This design comes from an exercise in tuning for small area, a short achievable clock period and few clock cycles on the open sky130 flow, not from production work.
Where RTL was checked, it was by simulation tests only, not by an equivalence proof against the original.
No activity file was given, so power comes from the tool's default toggle rates.

==> 04-19 <==
## dict_expand
module dict_expand (
    input  wire       clk,
    input  wire       rst,         
    input  wire       start,       
    output wire [1:0] status,      
    output wire [2:0] err,         
    input  wire       in_valid,
    input  wire       in_end,      
    input  wire [7:0] in_data,
    output wire       in_ready,
    output wire       out_valid,
    output wire [7:0] out_data,
    input  wire       out_ready
);
    localparam [1:0] ST_IDLE = 2'd0, ST_BUSY = 2'd1, ST_DONE = 2'd2, ST_ERROR = 2'd3;
    localparam [2:0] E_NONE = 3'd0, E_MALFORMED = 3'd2, E_INVARIANT = 3'd3,
                     E_CAPACITY = 3'd4;
    function [10:0] phase_tab;
        input [5:0] sel;           
        begin
            case (sel)
            6'd8: phase_tab = {3'd0, 8'b11111111};
            6'd16: phase_tab = {3'd0, 8'b10101010};
            6'd17: phase_tab = {3'd1, 8'b01010101};
            6'd24: phase_tab = {3'd2, 8'b00100100};
            6'd25: phase_tab = {3'd0, 8'b10010010};
  ...
make LEC_CHECK=0 CAP_MARGIN=20 CORE_MARGIN=2 CORE_UTILIZATION=40 PLACE_DENSITY=0.6 SLEW_MARGIN=20 finish   # period 12.5 ns
run.sh (not shown) runs the stock make flow with config.mk's settings and CLKGATE_MAP_FILE= SYNTH_SCRIPT=/design/flow/synth_recipe.tcl, a recipe that flattens the netlist after the stock synthesis.
==> inputs of 03-12, as changes to 04-19 <==
--- a/flow/design.v
+++ b/flow/design.v
@@ -68,14 +68,15 @@
                 eq = eq & ~(x[b] ^ u[b]);
             end
             ge6 = gt | eq;
         end
     endfunction
     reg  [1:0] st;
     reg        em;                 
+    reg        e1;                 
     reg  [2:0] err_r;
     reg        rdy;
     reg  [5:0] ph;
     reg  [6:0] nb;                 
     reg        lagv;               
     reg  [7:0] hdr0;               
     reg  [2:0] ulo;                
@@ -112,15 +113,16 @@
     endgenerate
     reg        pf_k0, pf_k1, pf_code;
     reg        seen;               
     reg  [2:0] jph;                
     reg        bad_acc;            
     reg  [1:0] errl;               
     reg        pzl;                
-    reg  [9:0] rb;                 
+    reg  [3:0] ca, cv;             
+    reg  [8:0] cnt;                
     wire       code_byte = pf_code & ~pf_k0 & ~pf_k1;
     wire       first_cb  = code_byte & ~seen;
     wire [2:0] je   = first_cb ? je0 : jph;
     wire [10:0] ptab = phase_tab({cw, je});
     wire [2:0] jn   = ptab[10:8];
     wire [15:0] cwin = ring[15:0];                        
     reg  [7:0]  ends, ge;
@@ -130,14 +132,23 @@
             ends[i] = ptab[i] & code_byte & (~first_cb | (i >= 3));
             ge[i]   = ge6(cwin[7-i +: 6] & cmask, U6);
         end
     end
     wire [7:0] vends     = ends & vmask;
     wire       bad_all   = |(ends & ge);
     wire       bad_valid = |(vends & ge);
+    reg  [3:0] cnt_all, cnt_valid;
+    always @(*) begin
+        cnt_all = 4'd0;
+        cnt_valid = 4'd0;
+        for (i = 0; i < 8; i = i + 1) begin
+            cnt_all   = cnt_all + {3'd0, ends[i]};
+            cnt_valid = cnt_valid + {3'd0, vends[i]};
+        end
+    end
     wire       pz   = pf_k1 | (first_cb && pad == 3'd5);     
     reg  [1:0] errl_c;
     always @(*) begin
         if (pf_k0)
             errl_c = 2'd2;
         else if (pf_k1)
             errl_c = (U != 8'd0) ? 2'd2 : (pad == 3'd5) ? 2'd0 : 2'd3;
@@ -153,15 +164,15 @@
             errl_c = 2'd0;
     end
     wire [1:0] err_use = lagv ? errl_c : errl;
     wire       pz_use  = lagv ? pz : pzl;
     reg        einit;
     reg  [1:0] c2;                 
     reg  [5:0] p;                  
-    reg  [6:0] cur;                
+    reg  [7:0] dlt;                
     reg  [7:0] sl0, sl1, sl2, sl3;
     reg  [3:0] rv;                 
     reg  [3:0] s;                  
     reg        s2v;
     reg  [5:0] dp;                 
     reg        hv;
     reg  [7:0] head;
@@ -189,15 +200,14 @@
     wire        adv2  = adv2_a | (adv2_b & out_ready);
     wire        hv_n  = adv2 | (hv & ~take);
     wire        cons  = adv1 & xw;                        
     wire        z     = rv[0] & (p[1:0] == 2'd0);
     wire [3:0]  tsel  = z ? p[5:2] - 4'd1 : p[5:2];
     wire [2:0]  jt    = z ? 3'd4 : {1'b0, p[1:0]};       
     wire [7:0]  F     = dview[32*tsel +: 8];
-    wire [7:0]  dlt   = {1'b0, nb} - {1'b0, cur};            
     wire        dpos  = ~dlt[7];
     wire        dhi   = |dlt[6:3];
     wire [5:0]  dgt;                                      
     assign dgt[0] = dpos & (dhi | (dlt[2:0] > 3'd0));
     assign dgt[1] = dpos & (dhi | (dlt[2:0] > 3'd1));
     assign dgt[2] = dpos & (dhi | (dlt[2:0] > 3'd2));
     assign dgt[3] = dpos & (dhi | (dlt[2:0] > 3'd3));
@@ -218,15 +228,16 @@
     wire        load  = ld_a | (ld_b & cons);
     wire [3:0]  lsel  = 4'd1 << ph[1:0];
     wire [3:0]  rv_k  = rv | ({3'd0, ld_a} << jt[1:0]);
     wire [4:0]  rv_s  = {1'b0, rv} | ({4'd0, ld_b} << jt);
     wire [3:0]  rv_n  = cons ? rv_s[4:1] : rv_k;
     wire        init_e = lagv & first_cb;
     wire [5:0]  p_i   = p + 6'd1;
-    wire [6:0]  cur_i = cur + 7'd1;
+    wire [7:0]  dlt_p = dlt + 8'd1;
+    wire [7:0]  dlt_m = dlt - 8'd1;
     wire [3:0]  s_n   = xw ? s - {1'b0, cw} + 4'd8 : s - {1'b0, cw};
     wire [5:0]  dp_n  = ph - code;
     wire [5:0]  dp_i  = dp + 6'd1;
     always @(posedge clk) begin
         if (load & lsel[0]) sl0 <= F;
         if (load & lsel[1]) sl1 <= F;
         if (load & lsel[2]) sl2 <= F;
@@ -235,33 +246,36 @@
             rv    <= 4'd0;
             einit <= 1'b0;
         end else if (init_e) begin
             rv    <= 4'd0;
             einit <= 1'b1;
             c2    <= ph[1:0];
             p     <= 6'd1;
-            cur   <= nb - 7'd1;
+            dlt   <= wr ? 8'd2 : 8'd1;
             s     <= 4'd0 - {1'b0, cw};
         end else begin
             rv  <= rv_n;
             c2  <= cons ? c2 + 2'd1 : c2;
             p   <= cons ? p : p_i;
-            cur <= cons ? cur_i : cur;
+            dlt <= (wr == cons) ? dlt : wr ? dlt_p : dlt_m;
             if (adv1) s <= s_n;
         end
         dp <= adv1 ? dp_n : dp_i;
         if (start_go)  s2v <= 1'b0;
         else if (adv1) s2v <= 1'b1;
         else if (adv2) s2v <= 1'b0;
         if (adv2) head <= dview[8*dp +: 8];
         hv <= start_go ? 1'b0 : hv_n;
     end
-    wire [9:0] rb_ld = {nb - U[6:0], 3'b000} - {6'd0, pad} - 10'd11;
-    wire [9:0] rb_m  = rb - {7'd0, cw};
-    wire       last  = (rb == {7'd0, cw});
+    wire [8:0] cnt_ca  = cnt + {5'd0, ca};
+    wire [8:0] cnt_cv  = cnt + {5'd0, cv};
+    wire [8:0] cnt_cv1 = cnt + {5'd0, cv} - 9'd1;
+    wire [8:0] cnt_m1  = cnt - 9'd1;
+    wire       n1    = ((cnt == 9'd0) && (cv == 4'd1)) || ((cnt == 9'd1) && (cv == 4'd0));
+    wire       last  = e1 ? n1 : (cnt == 9'd1);
     wire       ok_e  = (err_use == 2'd0) & ~pz_use;
     always @(posedge clk) begin
         ph   <= start_go ? 6'd63 : ph + 6'd1;
         lagv <= wr & ~start_go;
         cw    <= code_width(U);
         pf_k0    <= (nb == 7'd0);
         pf_k1    <= (nb == 7'd1);
@@ -269,36 +283,42 @@
         if (wr && nb == 7'd0) hdr0 <= in_data;
         if (wr && nb == 7'd1) ulo  <= in_data[7:5];
         if (start_go) begin
             bad_acc <= 1'b0;
             errl    <= 2'd2;
             pzl     <= 1'b0;
             seen    <= 1'b0;
+            ca      <= 4'd0;
+            cv      <= 4'd0;
+            cnt     <= 9'd0;
         end else if (lagv) begin
             errl <= errl_c;
             pzl  <= pz;
+            ca   <= cnt_all;
+            cv   <= cnt_valid;
+            cnt  <= cnt_ca;
             if (code_byte) begin
                 jph     <= jn;
                 bad_acc <= bad_acc | bad_all;
                 seen    <= 1'b1;
             end
-        end
-        if (em) begin
-            if (take) rb <= rb_m;
-        end else begin
-            rb <= rb_ld;
+        end else if (e1) begin
+            cnt <= take ? cnt_cv1 : cnt_cv;
+        end else if (em) begin
+            cnt <= take ? cnt_m1 : cnt;
         end
         if (rst) begin
             st    <= ST_IDLE;
             err_r <= E_NONE;
             rdy   <= 1'b0;
             ov    <= 1'b0;
         end else if (start_go) begin
             st    <= ST_BUSY;
             em    <= 1'b0;
+            e1    <= 1'b0;
             err_r <= E_NONE;
             rdy   <= 1'b1;
             nb    <= 7'd0;
             ov    <= 1'b0;
         end else if (busy && !em) begin
             if (acc)
                 rdy <= ~in_end & ~nb[6];
@@ -315,17 +335,19 @@
                 if (err_use != 2'd0) begin
                     st    <= ST_ERROR;
                     err_r <= {1'b0, err_use};
                 end else if (pz_use) begin
                     st <= ST_DONE;
                 end
                 em   <= ok_e;
+                e1   <= 1'b1;
                 ov   <= ok_e & hv_n;
             end
         end else if (busy) begin
+            e1 <= 1'b0;
             if (take && last) begin
                 st <= ST_DONE;
                 ov <= 1'b0;
             end else begin
                 ov <= hv_n;
             end
         end else begin
==> inputs of 06-28, as changes to 04-19 <==
--- a/flow/design.v
+++ b/flow/design.v
@@ -151,28 +151,27 @@
             errl_c = 2'd3;
         else
             errl_c = 2'd0;
     end
     wire [1:0] err_use = lagv ? errl_c : errl;
     wire       pz_use  = lagv ? pz : pzl;
     reg        einit;
-    reg  [1:0] c2;                 
     reg  [5:0] p;                  
     reg  [6:0] cur;                
     reg  [7:0] sl0, sl1, sl2, sl3;
     reg  [3:0] rv;                 
     reg  [3:0] s;                  
     reg        s2v;
     reg  [5:0] dp;                 
     reg        hv;
     reg  [7:0] head;
     reg        ov;
     reg  [7:0] w0, w1;
     always @(*) begin
-        case (c2)
+        case (cur[1:0])
             2'd0:    begin w0 = sl0; w1 = sl1; end
             2'd1:    begin w0 = sl1; w1 = sl2; end
             2'd2:    begin w0 = sl2; w1 = sl3; end
             default: begin w0 = sl3; w1 = sl0; end
         endcase
     end
     wire [15:0] wwin  = {w0, w1} >> s;
@@ -233,21 +232,19 @@
         if (load & lsel[3]) sl3 <= F;
         if (start_go) begin
             rv    <= 4'd0;
             einit <= 1'b0;
         end else if (init_e) begin
             rv    <= 4'd0;
             einit <= 1'b1;
-            c2    <= ph[1:0];
             p     <= 6'd1;
             cur   <= nb - 7'd1;
             s     <= 4'd0 - {1'b0, cw};
         end else begin
             rv  <= rv_n;
-            c2  <= cons ? c2 + 2'd1 : c2;
             p   <= cons ? p : p_i;
             cur <= cons ? cur_i : cur;
             if (adv1) s <= s_n;
         end
         dp <= adv1 ? dp_n : dp_i;
         if (start_go)  s2v <= 1'b0;
         else if (adv1) s2v <= 1'b1;
==> flow/flow/run.sh (new file) <==
#!/bin/bash
# Standard layout, with repair_timing asked to overfix setup (the SDC and
# clock period are the design's; only the repair target is tighter).
set -euo pipefail
export SETUP_SLACK_MARGIN=9.0
bash standard.sh > standard_flow.log 2>&1
==> flow/standard.sh (new file) <==
#!/bin/bash
# synth_recipe.tcl (not shown) runs the flow's synth.tcl, then flattens the netlist and writes it again
# the make line also repeats each setting of config.mk as NAME=value (left out here)
make -C /OpenROAD-flow-scripts/flow DESIGN_CONFIG=/design/flow/config.mk WORK_HOME=/design/flow/orfs CLKGATE_MAP_FILE= SYNTH_SCRIPT=/design/flow/synth_recipe.tcl "${@:-finish}"
removed: flow/run.sh
==> comparison table <==
                                                                  04-19       06-28       03-12
Outcome                                        timing/DRC/antenna clean  timing/DRC/antenna clean  timing/DRC/antenna clean
Relative area of non-clock buffer cells in the final design       1.54%       3.29%       1.35%
Combinational logic power                                      0.793 mW    0.822 mW    0.728 mW
Layout overhead on the synthesized area                           12.7%       16.7%       13.0%
Worst hold slack                                               0.340 ns    0.311 ns    0.338 ns
Ratio of final minimum period to clock period                     40.0%       31.9%       52.5%
DRT Wirelength                                                 57300 um    59100 um    58600 um
Number of cells upsized or downsized after cts                        0         156           0
Post-route cell area                                         28100 um^2  29200 um^2  29000 um^2
Sum of net half-perimeters after detailed placement            37100 um    37000 um    38100 um
Average wire per cell in the routed design                      20.9 um     20.9 um     20.7 um
Arr. time, crit path                                            5.52 ns     4.48 ns     7.08 ns
Setup repair after global routing missed its margin                  no         yes          no
Layout net count                                                   1957        2031        2043
Number of diodes added for antenna fixing                             1           0           0
Final clock skew                                              0.0221 ns   0.0495 ns   0.0284 ns
Worst Setup SP                                                    cw[1]        seen       cw[0]
Maximum VDD drop                                                 123 uV      135 uV      117 uV
Clock transition at path regs                                   0.06 ns     0.07 ns     0.06 ns
Combinational power share                                         16.1%       16.5%       14.4%
Testbench counts of 04-19, summed over its fixed seeds: cycles 30,599.
Testbench counts of 03-12, summed over its fixed seeds: cycles 30,599.
For 06-28, only the layout was checked, not whether the RTL still works.

---

==> branch maple: inputs <==
Another version of the RTL of dict_expand (not shown whole).
export LEC_CHECK = 0
export CAP_MARGIN = 20
export CORE_MARGIN = 2
export CORE_UTILIZATION = 40
export CTS_CLUSTER_DIAMETER = 100
export CTS_CLUSTER_SIZE = 25
export PLACE_DENSITY = 0.6
export SLEW_MARGIN = 20
create_clock -name core_clock -period 12.5 [get_ports {clk}]
standard.sh (not shown) runs the stock make flow with config.mk's settings and CLKGATE_MAP_FILE= SYNTH_SCRIPT=/design/flow/synth_recipe.tcl, a recipe that flattens the netlist after the stock synthesis.
==> flow/flow/run.sh <==
#!/bin/bash
# Standard layout, with repair_timing asked to overfix setup (the SDC and
# clock period are the design's; only the repair target is tighter), and
# the port buffers made of buf_4 cells.
set -euo pipefail
export SETUP_SLACK_MARGIN=9.0
export BUFFER_PORTS_ARGS="-buffer_cell sky130_fd_sc_hd__buf_4"
bash standard.sh > standard_flow.log 2>&1
==> inputs of branch xenon, as changes to branch maple <==
--- a/flow/design.v
+++ b/flow/design.v
@@ -154,15 +154,15 @@
     reg  [7:0] q_ends;             
     reg  [2:0] q_jn;               
     reg  [1:0] q_err;              
     reg        q_pz;               
     reg        bad_acc;            
     reg  [1:0] errl;               
     reg        pzl;                
-    reg  [8:0] rb;                 
+    reg  [9:0] rb;                 
     wire       r_code  = (U != 8'd0) && ({1'b0, nb} > U) && (nb[6:1] != 6'd0);
     wire       r_first = r_code & ~q_code;
     wire [10:0] ptab   = phase_tab({code_width(U), r_first, q_jn});
     wire [7:0] r_ends  = ptab[7:0] & {8{r_code}};
     wire       r_pz    = r_first && (pad == 3'd5);
     reg  [1:0] r_err;
     always @(*) begin
@@ -187,17 +187,19 @@
     wire       pz      = q_k1 | q_pz;
     wire [1:0] errl_c  = q_k1 ? ((U != 8'd0) ? 2'd2 : (pad == 3'd5) ? 2'd0 : 2'd3) :
                          (q_err != 2'd0) ? q_err :
                          (bad_acc | bad_valid) ? 2'd3 : 2'd0;
     wire [1:0] err_use = lagv ? errl_c : errl;
     wire       pz_use  = lagv ? pz : pzl;
     reg        einit;
+    reg  [5:0] p;                  
     reg  [6:0] cur;                
     reg  [7:0] sl0, sl1, sl2, sl3;
     reg  [3:0] rv;                 
+    reg  [3:0] rh;                 
     reg  [3:0] s;                  
     reg        s2v;
     reg  [5:0] c2r;                
     reg        hv;
     reg  [7:0] head;
     reg        ov;
     reg  [7:0] w0, w1;
@@ -209,101 +211,110 @@
             default: begin w0 = sl3; w1 = sl0; end
         endcase
     end
     wire [15:0] wwin  = {w0, w1} >> s;
     wire [5:0]  code  = wwin[5:0] & cmask;
     wire        xw    = (s <= 4'd8);                      
     wire        span  = (s < 4'd8);                       
-    wire        can1  = rv[0] & (~span | rv[1]);
+    wire        can1  = ((s < 4'd11) ? rv[0] : rh[0]) & (~span | rh[1]);
     wire        adv1_a = can1 & (~s2v | ~hv);
     wire        adv1_b = can1 & ov;
     wire        adv2_a = s2v & ~hv;
     wire        adv2_b = s2v & ov;
     wire        take  = ov & out_ready;
     wire        adv1  = adv1_a | (adv1_b & out_ready);
     wire        adv2  = adv2_a | (adv2_b & out_ready);
     wire        hv_n  = adv2 | (hv & ~take);
     wire        cons  = adv1 & xw;                        
-    wire [5:0]  p     = ph - cur[5:0];                    
     wire        z     = rv[0] & (p[1:0] == 2'd0);
     wire [3:0]  tsel  = z ? p[5:2] - 4'd1 : p[5:2];
     wire [2:0]  jt    = z ? 3'd4 : {1'b0, p[1:0]};       
     wire [7:0]  F     = dview[32*tsel +: 8];
-    wire [6:0]  dlt   = nb - cur;                         
-    wire        dpos  = 1'b1;
+    wire [7:0]  dlt   = {1'b0, nb} - {1'b0, cur};            
+    wire        dpos  = ~dlt[7];
     wire        dhi   = |dlt[6:3];
     wire [5:0]  dgt;                                      
     assign dgt[0] = dpos & (dhi | (dlt[2:0] > 3'd0));
     assign dgt[1] = dpos & (dhi | (dlt[2:0] > 3'd1));
     assign dgt[2] = dpos & (dhi | (dlt[2:0] > 3'd2));
     assign dgt[3] = dpos & (dhi | (dlt[2:0] > 3'd3));
     assign dgt[4] = dpos & (dhi | (dlt[2:0] > 3'd4));
     assign dgt[5] = dpos & (dhi | (dlt[2:0] > 3'd5));
-    reg         tav;
+    reg         tav, tah;          
     always @(*) begin
         case (jt)
-            3'd0:    tav = dgt[1] | (em & dgt[0]);
-            3'd1:    tav = dgt[2] | (em & dgt[1]);
-            3'd2:    tav = dgt[3] | (em & dgt[2]);
-            3'd3:    tav = dgt[4] | (em & dgt[3]);
-            default: tav = dgt[5] | (em & dgt[4]);
+            3'd0:    begin tav = dgt[1] | (em & dgt[0]); tah = dgt[0]; end
+            3'd1:    begin tav = dgt[2] | (em & dgt[1]); tah = dgt[1]; end
+            3'd2:    begin tav = dgt[3] | (em & dgt[2]); tah = dgt[2]; end
+            3'd3:    begin tav = dgt[4] | (em & dgt[3]); tah = dgt[3]; end
+            default: begin tav = dgt[5] | (em & dgt[4]); tah = dgt[4]; end
         endcase
     end
     wire        ld_a  = einit & tav & ~jt[2];             
     wire        ld_b  = einit & tav;                      
-    wire        load  = ld_a | (ld_b & cons);
+    wire        lh_a  = einit & tah & ~jt[2];
+    wire        lh_b  = einit & tah;
+    wire        load  = lh_a | (lh_b & cons);
     wire [3:0]  lsel  = 4'd1 << ph[1:0];
     wire [3:0]  rv_k  = rv | ({3'd0, ld_a} << jt[1:0]);
     wire [4:0]  rv_s  = {1'b0, rv} | ({4'd0, ld_b} << jt);
     wire [3:0]  rv_n  = cons ? rv_s[4:1] : rv_k;
-    wire        init_e = lagv & q_first;
+    wire [3:0]  rh_k  = rh | ({3'd0, lh_a} << jt[1:0]);
+    wire [4:0]  rh_s  = {1'b0, rh} | ({4'd0, lh_b} << jt);
+    wire [3:0]  rh_n  = cons ? rh_s[4:1] : rh_k;
+    wire        init_e = lagv & q_k1;                    
+    wire [5:0]  p_i   = p + 6'd1;
     wire [6:0]  cur_i = cur + 7'd1;
     wire [3:0]  s_n   = xw ? s - {1'b0, cw} + 4'd8 : s - {1'b0, cw};
     wire [5:0]  dp    = ph - 6'd1 - c2r;                  
     always @(posedge clk) begin
         if (load & lsel[0]) sl0 <= F;
         if (load & lsel[1]) sl1 <= F;
         if (load & lsel[2]) sl2 <= F;
         if (load & lsel[3]) sl3 <= F;
         if (start_go) begin
             rv    <= 4'd0;
+            rh    <= 4'd0;
             einit <= 1'b0;
         end else if (init_e) begin
             rv    <= 4'd0;
+            rh    <= 4'd0;
             einit <= 1'b1;
-            cur   <= nb - 7'd1;
-            s     <= 4'd0 - {1'b0, cw};
+            p     <= ph - U6;
+            cur   <= {1'b0, U6} + 7'd1;
+            s     <= 4'd0 - {1'b0, code_width(U)};
         end else begin
             rv  <= rv_n;
+            rh  <= rh_n;
+            p   <= cons ? p : p_i;
             cur <= cons ? cur_i : cur;
             if (adv1) s <= s_n;
         end
         if (adv1) c2r <= code;
         if (start_go)  s2v <= 1'b0;
         else if (adv1) s2v <= 1'b1;
         else if (adv2) s2v <= 1'b0;
         if (adv2) head <= dview[8*dp +: 8];
         hv <= start_go ? 1'b0 : hv_n;
     end
-    wire [8:0] rb_ld = {nb[5:0] - U[5:0], 3'b000} - {6'd0, pad} - 9'd11;
-    wire [8:0] rb_m  = rb - {6'd0, cw};
-    wire       last  = (rb == {6'd0, cw});
+    wire [9:0] rb_ld = {nb - U[6:0], 3'b000} - {6'd0, pad} - 10'd11;
+    wire [9:0] rb_m  = rb - {7'd0, cw};
+    wire       last  = (rb == {7'd0, cw});
     wire       ok_e  = (err_use == 2'd0) & ~pz_use;
     always @(posedge clk) begin
         ph   <= start_go ? 6'd63 : ph + 6'd1;
         lagv <= wr & ~start_go;
         cw    <= code_width(U);
         if (wr && nb == 7'd0) hdr0 <= in_data;
         if (wr && nb == 7'd1) ulo  <= in_data[7:5];
         if (start_go) begin
             q_k1    <= 1'b0;
             q_code  <= 1'b0;
             q_first <= 1'b0;
             q_ends  <= 8'd0;
-            q_jn    <= 3'd0;
             q_err   <= 2'd2;
             q_pz    <= 1'b0;
             bad_acc <= 1'b0;
             errl    <= 2'd2;
             pzl     <= 1'b0;
         end else if (lagv) begin
             errl    <= errl_c;
==> inputs of branch indigo, as changes to branch maple <==
--- a/flow/design.v
+++ b/flow/design.v
@@ -154,15 +154,15 @@
     reg  [7:0] q_ends;             
     reg  [2:0] q_jn;               
     reg  [1:0] q_err;              
     reg        q_pz;               
     reg        bad_acc;            
     reg  [1:0] errl;               
     reg        pzl;                
-    reg  [8:0] rb;                 
+    reg  [9:0] rb;                 
     wire       r_code  = (U != 8'd0) && ({1'b0, nb} > U) && (nb[6:1] != 6'd0);
     wire       r_first = r_code & ~q_code;
     wire [10:0] ptab   = phase_tab({code_width(U), r_first, q_jn});
     wire [7:0] r_ends  = ptab[7:0] & {8{r_code}};
     wire       r_pz    = r_first && (pad == 3'd5);
     reg  [1:0] r_err;
     always @(*) begin
@@ -187,20 +187,21 @@
     wire       pz      = q_k1 | q_pz;
     wire [1:0] errl_c  = q_k1 ? ((U != 8'd0) ? 2'd2 : (pad == 3'd5) ? 2'd0 : 2'd3) :
                          (q_err != 2'd0) ? q_err :
                          (bad_acc | bad_valid) ? 2'd3 : 2'd0;
     wire [1:0] err_use = lagv ? errl_c : errl;
     wire       pz_use  = lagv ? pz : pzl;
     reg        einit;
+    reg  [5:0] p;                  
     reg  [6:0] cur;                
     reg  [7:0] sl0, sl1, sl2, sl3;
     reg  [3:0] rv;                 
     reg  [3:0] s;                  
     reg        s2v;
-    reg  [5:0] c2r;                
+    reg  [5:0] dp;                 
     reg        hv;
     reg  [7:0] head;
     reg        ov;
     reg  [7:0] w0, w1;
     always @(*) begin
         case (cur[1:0])
             2'd0:    begin w0 = sl0; w1 = sl1; end
@@ -219,21 +220,20 @@
     wire        adv2_a = s2v & ~hv;
     wire        adv2_b = s2v & ov;
     wire        take  = ov & out_ready;
     wire        adv1  = adv1_a | (adv1_b & out_ready);
     wire        adv2  = adv2_a | (adv2_b & out_ready);
     wire        hv_n  = adv2 | (hv & ~take);
     wire        cons  = adv1 & xw;                        
-    wire [5:0]  p     = ph - cur[5:0];                    
     wire        z     = rv[0] & (p[1:0] == 2'd0);
     wire [3:0]  tsel  = z ? p[5:2] - 4'd1 : p[5:2];
     wire [2:0]  jt    = z ? 3'd4 : {1'b0, p[1:0]};       
     wire [7:0]  F     = dview[32*tsel +: 8];
-    wire [6:0]  dlt   = nb - cur;                         
-    wire        dpos  = 1'b1;
+    wire [7:0]  dlt   = {1'b0, nb} - {1'b0, cur};            
+    wire        dpos  = ~dlt[7];
     wire        dhi   = |dlt[6:3];
     wire [5:0]  dgt;                                      
     assign dgt[0] = dpos & (dhi | (dlt[2:0] > 3'd0));
     assign dgt[1] = dpos & (dhi | (dlt[2:0] > 3'd1));
     assign dgt[2] = dpos & (dhi | (dlt[2:0] > 3'd2));
     assign dgt[3] = dpos & (dhi | (dlt[2:0] > 3'd3));
     assign dgt[4] = dpos & (dhi | (dlt[2:0] > 3'd4));
@@ -252,58 +252,61 @@
     wire        ld_b  = einit & tav;                      
     wire        load  = ld_a | (ld_b & cons);
     wire [3:0]  lsel  = 4'd1 << ph[1:0];
     wire [3:0]  rv_k  = rv | ({3'd0, ld_a} << jt[1:0]);
     wire [4:0]  rv_s  = {1'b0, rv} | ({4'd0, ld_b} << jt);
     wire [3:0]  rv_n  = cons ? rv_s[4:1] : rv_k;
     wire        init_e = lagv & q_first;
+    wire [5:0]  p_i   = p + 6'd1;
     wire [6:0]  cur_i = cur + 7'd1;
     wire [3:0]  s_n   = xw ? s - {1'b0, cw} + 4'd8 : s - {1'b0, cw};
-    wire [5:0]  dp    = ph - 6'd1 - c2r;                  
+    wire [5:0]  dp_n  = ph - code;
+    wire [5:0]  dp_i  = dp + 6'd1;
     always @(posedge clk) begin
         if (load & lsel[0]) sl0 <= F;
         if (load & lsel[1]) sl1 <= F;
         if (load & lsel[2]) sl2 <= F;
         if (load & lsel[3]) sl3 <= F;
         if (start_go) begin
             rv    <= 4'd0;
             einit <= 1'b0;
         end else if (init_e) begin
             rv    <= 4'd0;
             einit <= 1'b1;
+            p     <= 6'd1;
             cur   <= nb - 7'd1;
             s     <= 4'd0 - {1'b0, cw};
         end else begin
             rv  <= rv_n;
+            p   <= cons ? p : p_i;
             cur <= cons ? cur_i : cur;
             if (adv1) s <= s_n;
         end
-        if (adv1) c2r <= code;
+        dp <= adv1 ? dp_n : dp_i;
         if (start_go)  s2v <= 1'b0;
         else if (adv1) s2v <= 1'b1;
         else if (adv2) s2v <= 1'b0;
         if (adv2) head <= dview[8*dp +: 8];
         hv <= start_go ? 1'b0 : hv_n;
     end
-    wire [8:0] rb_ld = {nb[5:0] - U[5:0], 3'b000} - {6'd0, pad} - 9'd11;
-    wire [8:0] rb_m  = rb - {6'd0, cw};
-    wire       last  = (rb == {6'd0, cw});
+    wire [9:0] rb_ld = {nb - U[6:0], 3'b000} - {6'd0, pad} - 10'd11;
+    wire [9:0] rb_m  = rb - {7'd0, cw};
+    wire       last  = (rb == {7'd0, cw});
     wire       ok_e  = (err_use == 2'd0) & ~pz_use;
     always @(posedge clk) begin
         ph   <= start_go ? 6'd63 : ph + 6'd1;
         lagv <= wr & ~start_go;
         cw    <= code_width(U);
         if (wr && nb == 7'd0) hdr0 <= in_data;
         if (wr && nb == 7'd1) ulo  <= in_data[7:5];
         if (start_go) begin
             q_k1    <= 1'b0;
             q_code  <= 1'b0;
             q_first <= 1'b0;
             q_ends  <= 8'd0;
-            q_jn    <= 3'd0;
             q_err   <= 2'd2;
             q_pz    <= 1'b0;
             bad_acc <= 1'b0;
             errl    <= 2'd2;
             pzl     <= 1'b0;
         end else if (lagv) begin
             errl    <= errl_c;
- CORE_UTILIZATION: 40 -> 60
- CTS_CLUSTER_DIAMETER: 100 -> not set
- CTS_CLUSTER_SIZE: 25 -> not set
- PLACE_DENSITY: 0.6 -> 0.75
==> inputs of branch ember, as changes to branch maple <==
--- a/flow/design.v
+++ b/flow/design.v
@@ -154,15 +154,15 @@
     reg  [7:0] q_ends;             
     reg  [2:0] q_jn;               
     reg  [1:0] q_err;              
     reg        q_pz;               
     reg        bad_acc;            
     reg  [1:0] errl;               
     reg        pzl;                
-    reg  [8:0] rb;                 
+    reg  [9:0] rb;                 
     wire       r_code  = (U != 8'd0) && ({1'b0, nb} > U) && (nb[6:1] != 6'd0);
     wire       r_first = r_code & ~q_code;
     wire [10:0] ptab   = phase_tab({code_width(U), r_first, q_jn});
     wire [7:0] r_ends  = ptab[7:0] & {8{r_code}};
     wire       r_pz    = r_first && (pad == 3'd5);
     reg  [1:0] r_err;
     always @(*) begin
@@ -187,22 +187,24 @@
     wire       pz      = q_k1 | q_pz;
     wire [1:0] errl_c  = q_k1 ? ((U != 8'd0) ? 2'd2 : (pad == 3'd5) ? 2'd0 : 2'd3) :
                          (q_err != 2'd0) ? q_err :
                          (bad_acc | bad_valid) ? 2'd3 : 2'd0;
     wire [1:0] err_use = lagv ? errl_c : errl;
     wire       pz_use  = lagv ? pz : pzl;
     reg        einit;
+    reg  [5:0] p;                  
     reg  [6:0] cur;                
     reg  [7:0] sl0, sl1, sl2, sl3;
     reg  [3:0] rv;                 
     reg  [3:0] s;                  
     reg        s2v;
     reg  [5:0] c2r;                
     reg        hv;
-    reg  [7:0] head;
+    reg  [7:0] head;               
+    reg  [7:0] hcopy;              
     reg        ov;
     reg  [7:0] w0, w1;
     always @(*) begin
         case (cur[1:0])
             2'd0:    begin w0 = sl0; w1 = sl1; end
             2'd1:    begin w0 = sl1; w1 = sl2; end
             2'd2:    begin w0 = sl2; w1 = sl3; end
@@ -219,21 +221,20 @@
     wire        adv2_a = s2v & ~hv;
     wire        adv2_b = s2v & ov;
     wire        take  = ov & out_ready;
     wire        adv1  = adv1_a | (adv1_b & out_ready);
     wire        adv2  = adv2_a | (adv2_b & out_ready);
     wire        hv_n  = adv2 | (hv & ~take);
     wire        cons  = adv1 & xw;                        
-    wire [5:0]  p     = ph - cur[5:0];                    
     wire        z     = rv[0] & (p[1:0] == 2'd0);
     wire [3:0]  tsel  = z ? p[5:2] - 4'd1 : p[5:2];
     wire [2:0]  jt    = z ? 3'd4 : {1'b0, p[1:0]};       
     wire [7:0]  F     = dview[32*tsel +: 8];
-    wire [6:0]  dlt   = nb - cur;                         
-    wire        dpos  = 1'b1;
+    wire [7:0]  dlt   = {1'b0, nb} - {1'b0, cur};            
+    wire        dpos  = ~dlt[7];
     wire        dhi   = |dlt[6:3];
     wire [5:0]  dgt;                                      
     assign dgt[0] = dpos & (dhi | (dlt[2:0] > 3'd0));
     assign dgt[1] = dpos & (dhi | (dlt[2:0] > 3'd1));
     assign dgt[2] = dpos & (dhi | (dlt[2:0] > 3'd2));
     assign dgt[3] = dpos & (dhi | (dlt[2:0] > 3'd3));
     assign dgt[4] = dpos & (dhi | (dlt[2:0] > 3'd4));
@@ -252,45 +253,49 @@
     wire        ld_b  = einit & tav;                      
     wire        load  = ld_a | (ld_b & cons);
     wire [3:0]  lsel  = 4'd1 << ph[1:0];
     wire [3:0]  rv_k  = rv | ({3'd0, ld_a} << jt[1:0]);
     wire [4:0]  rv_s  = {1'b0, rv} | ({4'd0, ld_b} << jt);
     wire [3:0]  rv_n  = cons ? rv_s[4:1] : rv_k;
     wire        init_e = lagv & q_first;
+    wire [5:0]  p_i   = p + 6'd1;
     wire [6:0]  cur_i = cur + 7'd1;
     wire [3:0]  s_n   = xw ? s - {1'b0, cw} + 4'd8 : s - {1'b0, cw};
     wire [5:0]  dp    = ph - 6'd1 - c2r;                  
     always @(posedge clk) begin
         if (load & lsel[0]) sl0 <= F;
         if (load & lsel[1]) sl1 <= F;
         if (load & lsel[2]) sl2 <= F;
         if (load & lsel[3]) sl3 <= F;
         if (start_go) begin
             rv    <= 4'd0;
             einit <= 1'b0;
         end else if (init_e) begin
             rv    <= 4'd0;
             einit <= 1'b1;
+            p     <= 6'd1;
             cur   <= nb - 7'd1;
             s     <= 4'd0 - {1'b0, cw};
         end else begin
             rv  <= rv_n;
+            p   <= cons ? p : p_i;
             cur <= cons ? cur_i : cur;
             if (adv1) s <= s_n;
         end
         if (adv1) c2r <= code;
         if (start_go)  s2v <= 1'b0;
         else if (adv1) s2v <= 1'b1;
         else if (adv2) s2v <= 1'b0;
-        if (adv2) head <= dview[8*dp +: 8];
+        if (adv2) hcopy <= dview[8*dp +: 8];
+        head <= (adv2 | ~hv) ? dview[8*dp +: 8] : hcopy;
         hv <= start_go ? 1'b0 : hv_n;
     end
-    wire [8:0] rb_ld = {nb[5:0] - U[5:0], 3'b000} - {6'd0, pad} - 9'd11;
-    wire [8:0] rb_m  = rb - {6'd0, cw};
-    wire       last  = (rb == {6'd0, cw});
+    wire [9:0] rb_ld = {nb - U[6:0], 3'b000} - {6'd0, pad} - 10'd11;
+    wire [9:0] rb_m  = rb - {7'd0, cw};
+    wire       last  = (rb == {7'd0, cw});
     wire       ok_e  = (err_use == 2'd0) & ~pz_use;
     always @(posedge clk) begin
         ph   <= start_go ? 6'd63 : ph + 6'd1;
         lagv <= wr & ~start_go;
         cw    <= code_width(U);
         if (wr && nb == 7'd0) hdr0 <= in_data;
         if (wr && nb == 7'd1) ulo  <= in_data[7:5];
- CTS_CLUSTER_SIZE: 25 -> 30
==> impl_metrics.ini <==
[power]
sw_frac_of_total_pct = 26.94
pwr-share-comb_pct = 15.1
p_clk_share_pct = 38.9

[run_status]
outcome = complete, no violations

[setup_path]
crit_arrival_ns = 1.30

[global_route]
grt_antenna_before_repair = 0

[synth]
synthTopCellsByArea = dfxtp_1 44%, mux4_2 18%, edfxtp_1 10%
The numbers above come from branch indigo.

==> impl_metrics.ini <==
[drt]
dr_wl_met2_um = 31150

[global_route]
grt_antenna_before_repair = 1

[power]
pwr-share-comb_pct = 25.9

[synth]
synthTopCellsByArea = dfxtp_1 44%, mux4_2 18%, edfxtp_1 11%

[run_status]
outcome = complete, no violations

[setup_path]
crit_arrival_ns = 1.12
crit_chain = buf_6
The numbers above come from branch ember.

==> impl_metrics.ini <==
[power]
p_clk_share_pct = 24.3
pwr-share-comb_pct = 28.5
sw_frac_of_total_pct = 30.47

[run_status]
outcome = complete, no violations

[global_route]
grt_antenna_before_repair = 0

[synth]
synthTopCellsByArea = dfxtp_1 44%, mux4_2 18%, edfxtp_1 10%

[setup_path]
crit_arrival_ns = 1.29
crit_required_ns = 10.00
The numbers above come from branch maple.

==> impl_metrics.ini <==
[run_status]
outcome = complete, no violations

[power]
sw_frac_of_total_pct = 28.85
p_clk_share_pct = 26.4
pwr-share-comb_pct = 21.5

[floorplanning]
start_util_pct = 40.61

[setup_path]
crit_arrival_ns = 1.32

[synth]
synthTopCellsByArea = dfxtp_1 43%, mux4_2 19%, edfxtp_1 11%

[layout]
nNonClkInverters = 79

[global_route]
grt_antenna_before_repair = 1
The numbers above come from branch xenon.

Testbench counts of branch maple, summed over its fixed seeds: cycles 30,599.
Testbench counts of branch ember, summed over its fixed seeds: cycles 30,599.
Only the layout flow was run in branch xenon and branch indigo; the RTL was not checked for function there.

## what the ideal ports hide
Ports are ideal in the flow. The routed layouts listed here were re-timed in OpenROAD.
Step 1: set_driving_cell puts a clkbuf_16 on clk and a buf_2 on each other input, an assumption about the parent block.
Step 2 also shifts input and output timing later by t, the mid clock arrival at the registers, as if the neighbouring blocks saw the same clock.
a / b / c = ideal / step 1 / step 2; a / b = the first two.
run	t, ns	setup WS [ns]	clock arrival spread, ns	worst register clock-pin slew, ns	worst slew at a driven data input, ns
04-19	0.682	7.497 / 7.497 / 7.271	0.024 / 0.024	0.06 / 0.06	0.04
03-12	0.648	5.942 / 5.942 / 5.942	0.036 / 0.036	0.06 / 0.06	0.04
06-28	0.675	8.513 / 8.513 / 8.214	0.051 / 0.051	0.07 / 0.07	0.03
branch maple	0.687	8.709 / 8.648 / 8.508	0.025 / 0.024	0.11 / 0.11	0.03
branch xenon	0.680	8.684 / 8.625 / 8.426	0.041 / 0.042	0.11 / 0.11	0.04
branch indigo	0.688	8.702 / 8.642 / 8.472	0.027 / 0.027	0.07 / 0.07	0.04
branch ember	0.661	8.877 / 8.817 / 8.411	0.035 / 0.035	0.12 / 0.12	0.09
After both steps every run listed still meets setup and hold. The setup slack of branch ember, which loses most, moves by -0.060 ns with the drivers and by -0.466 ns with both steps.
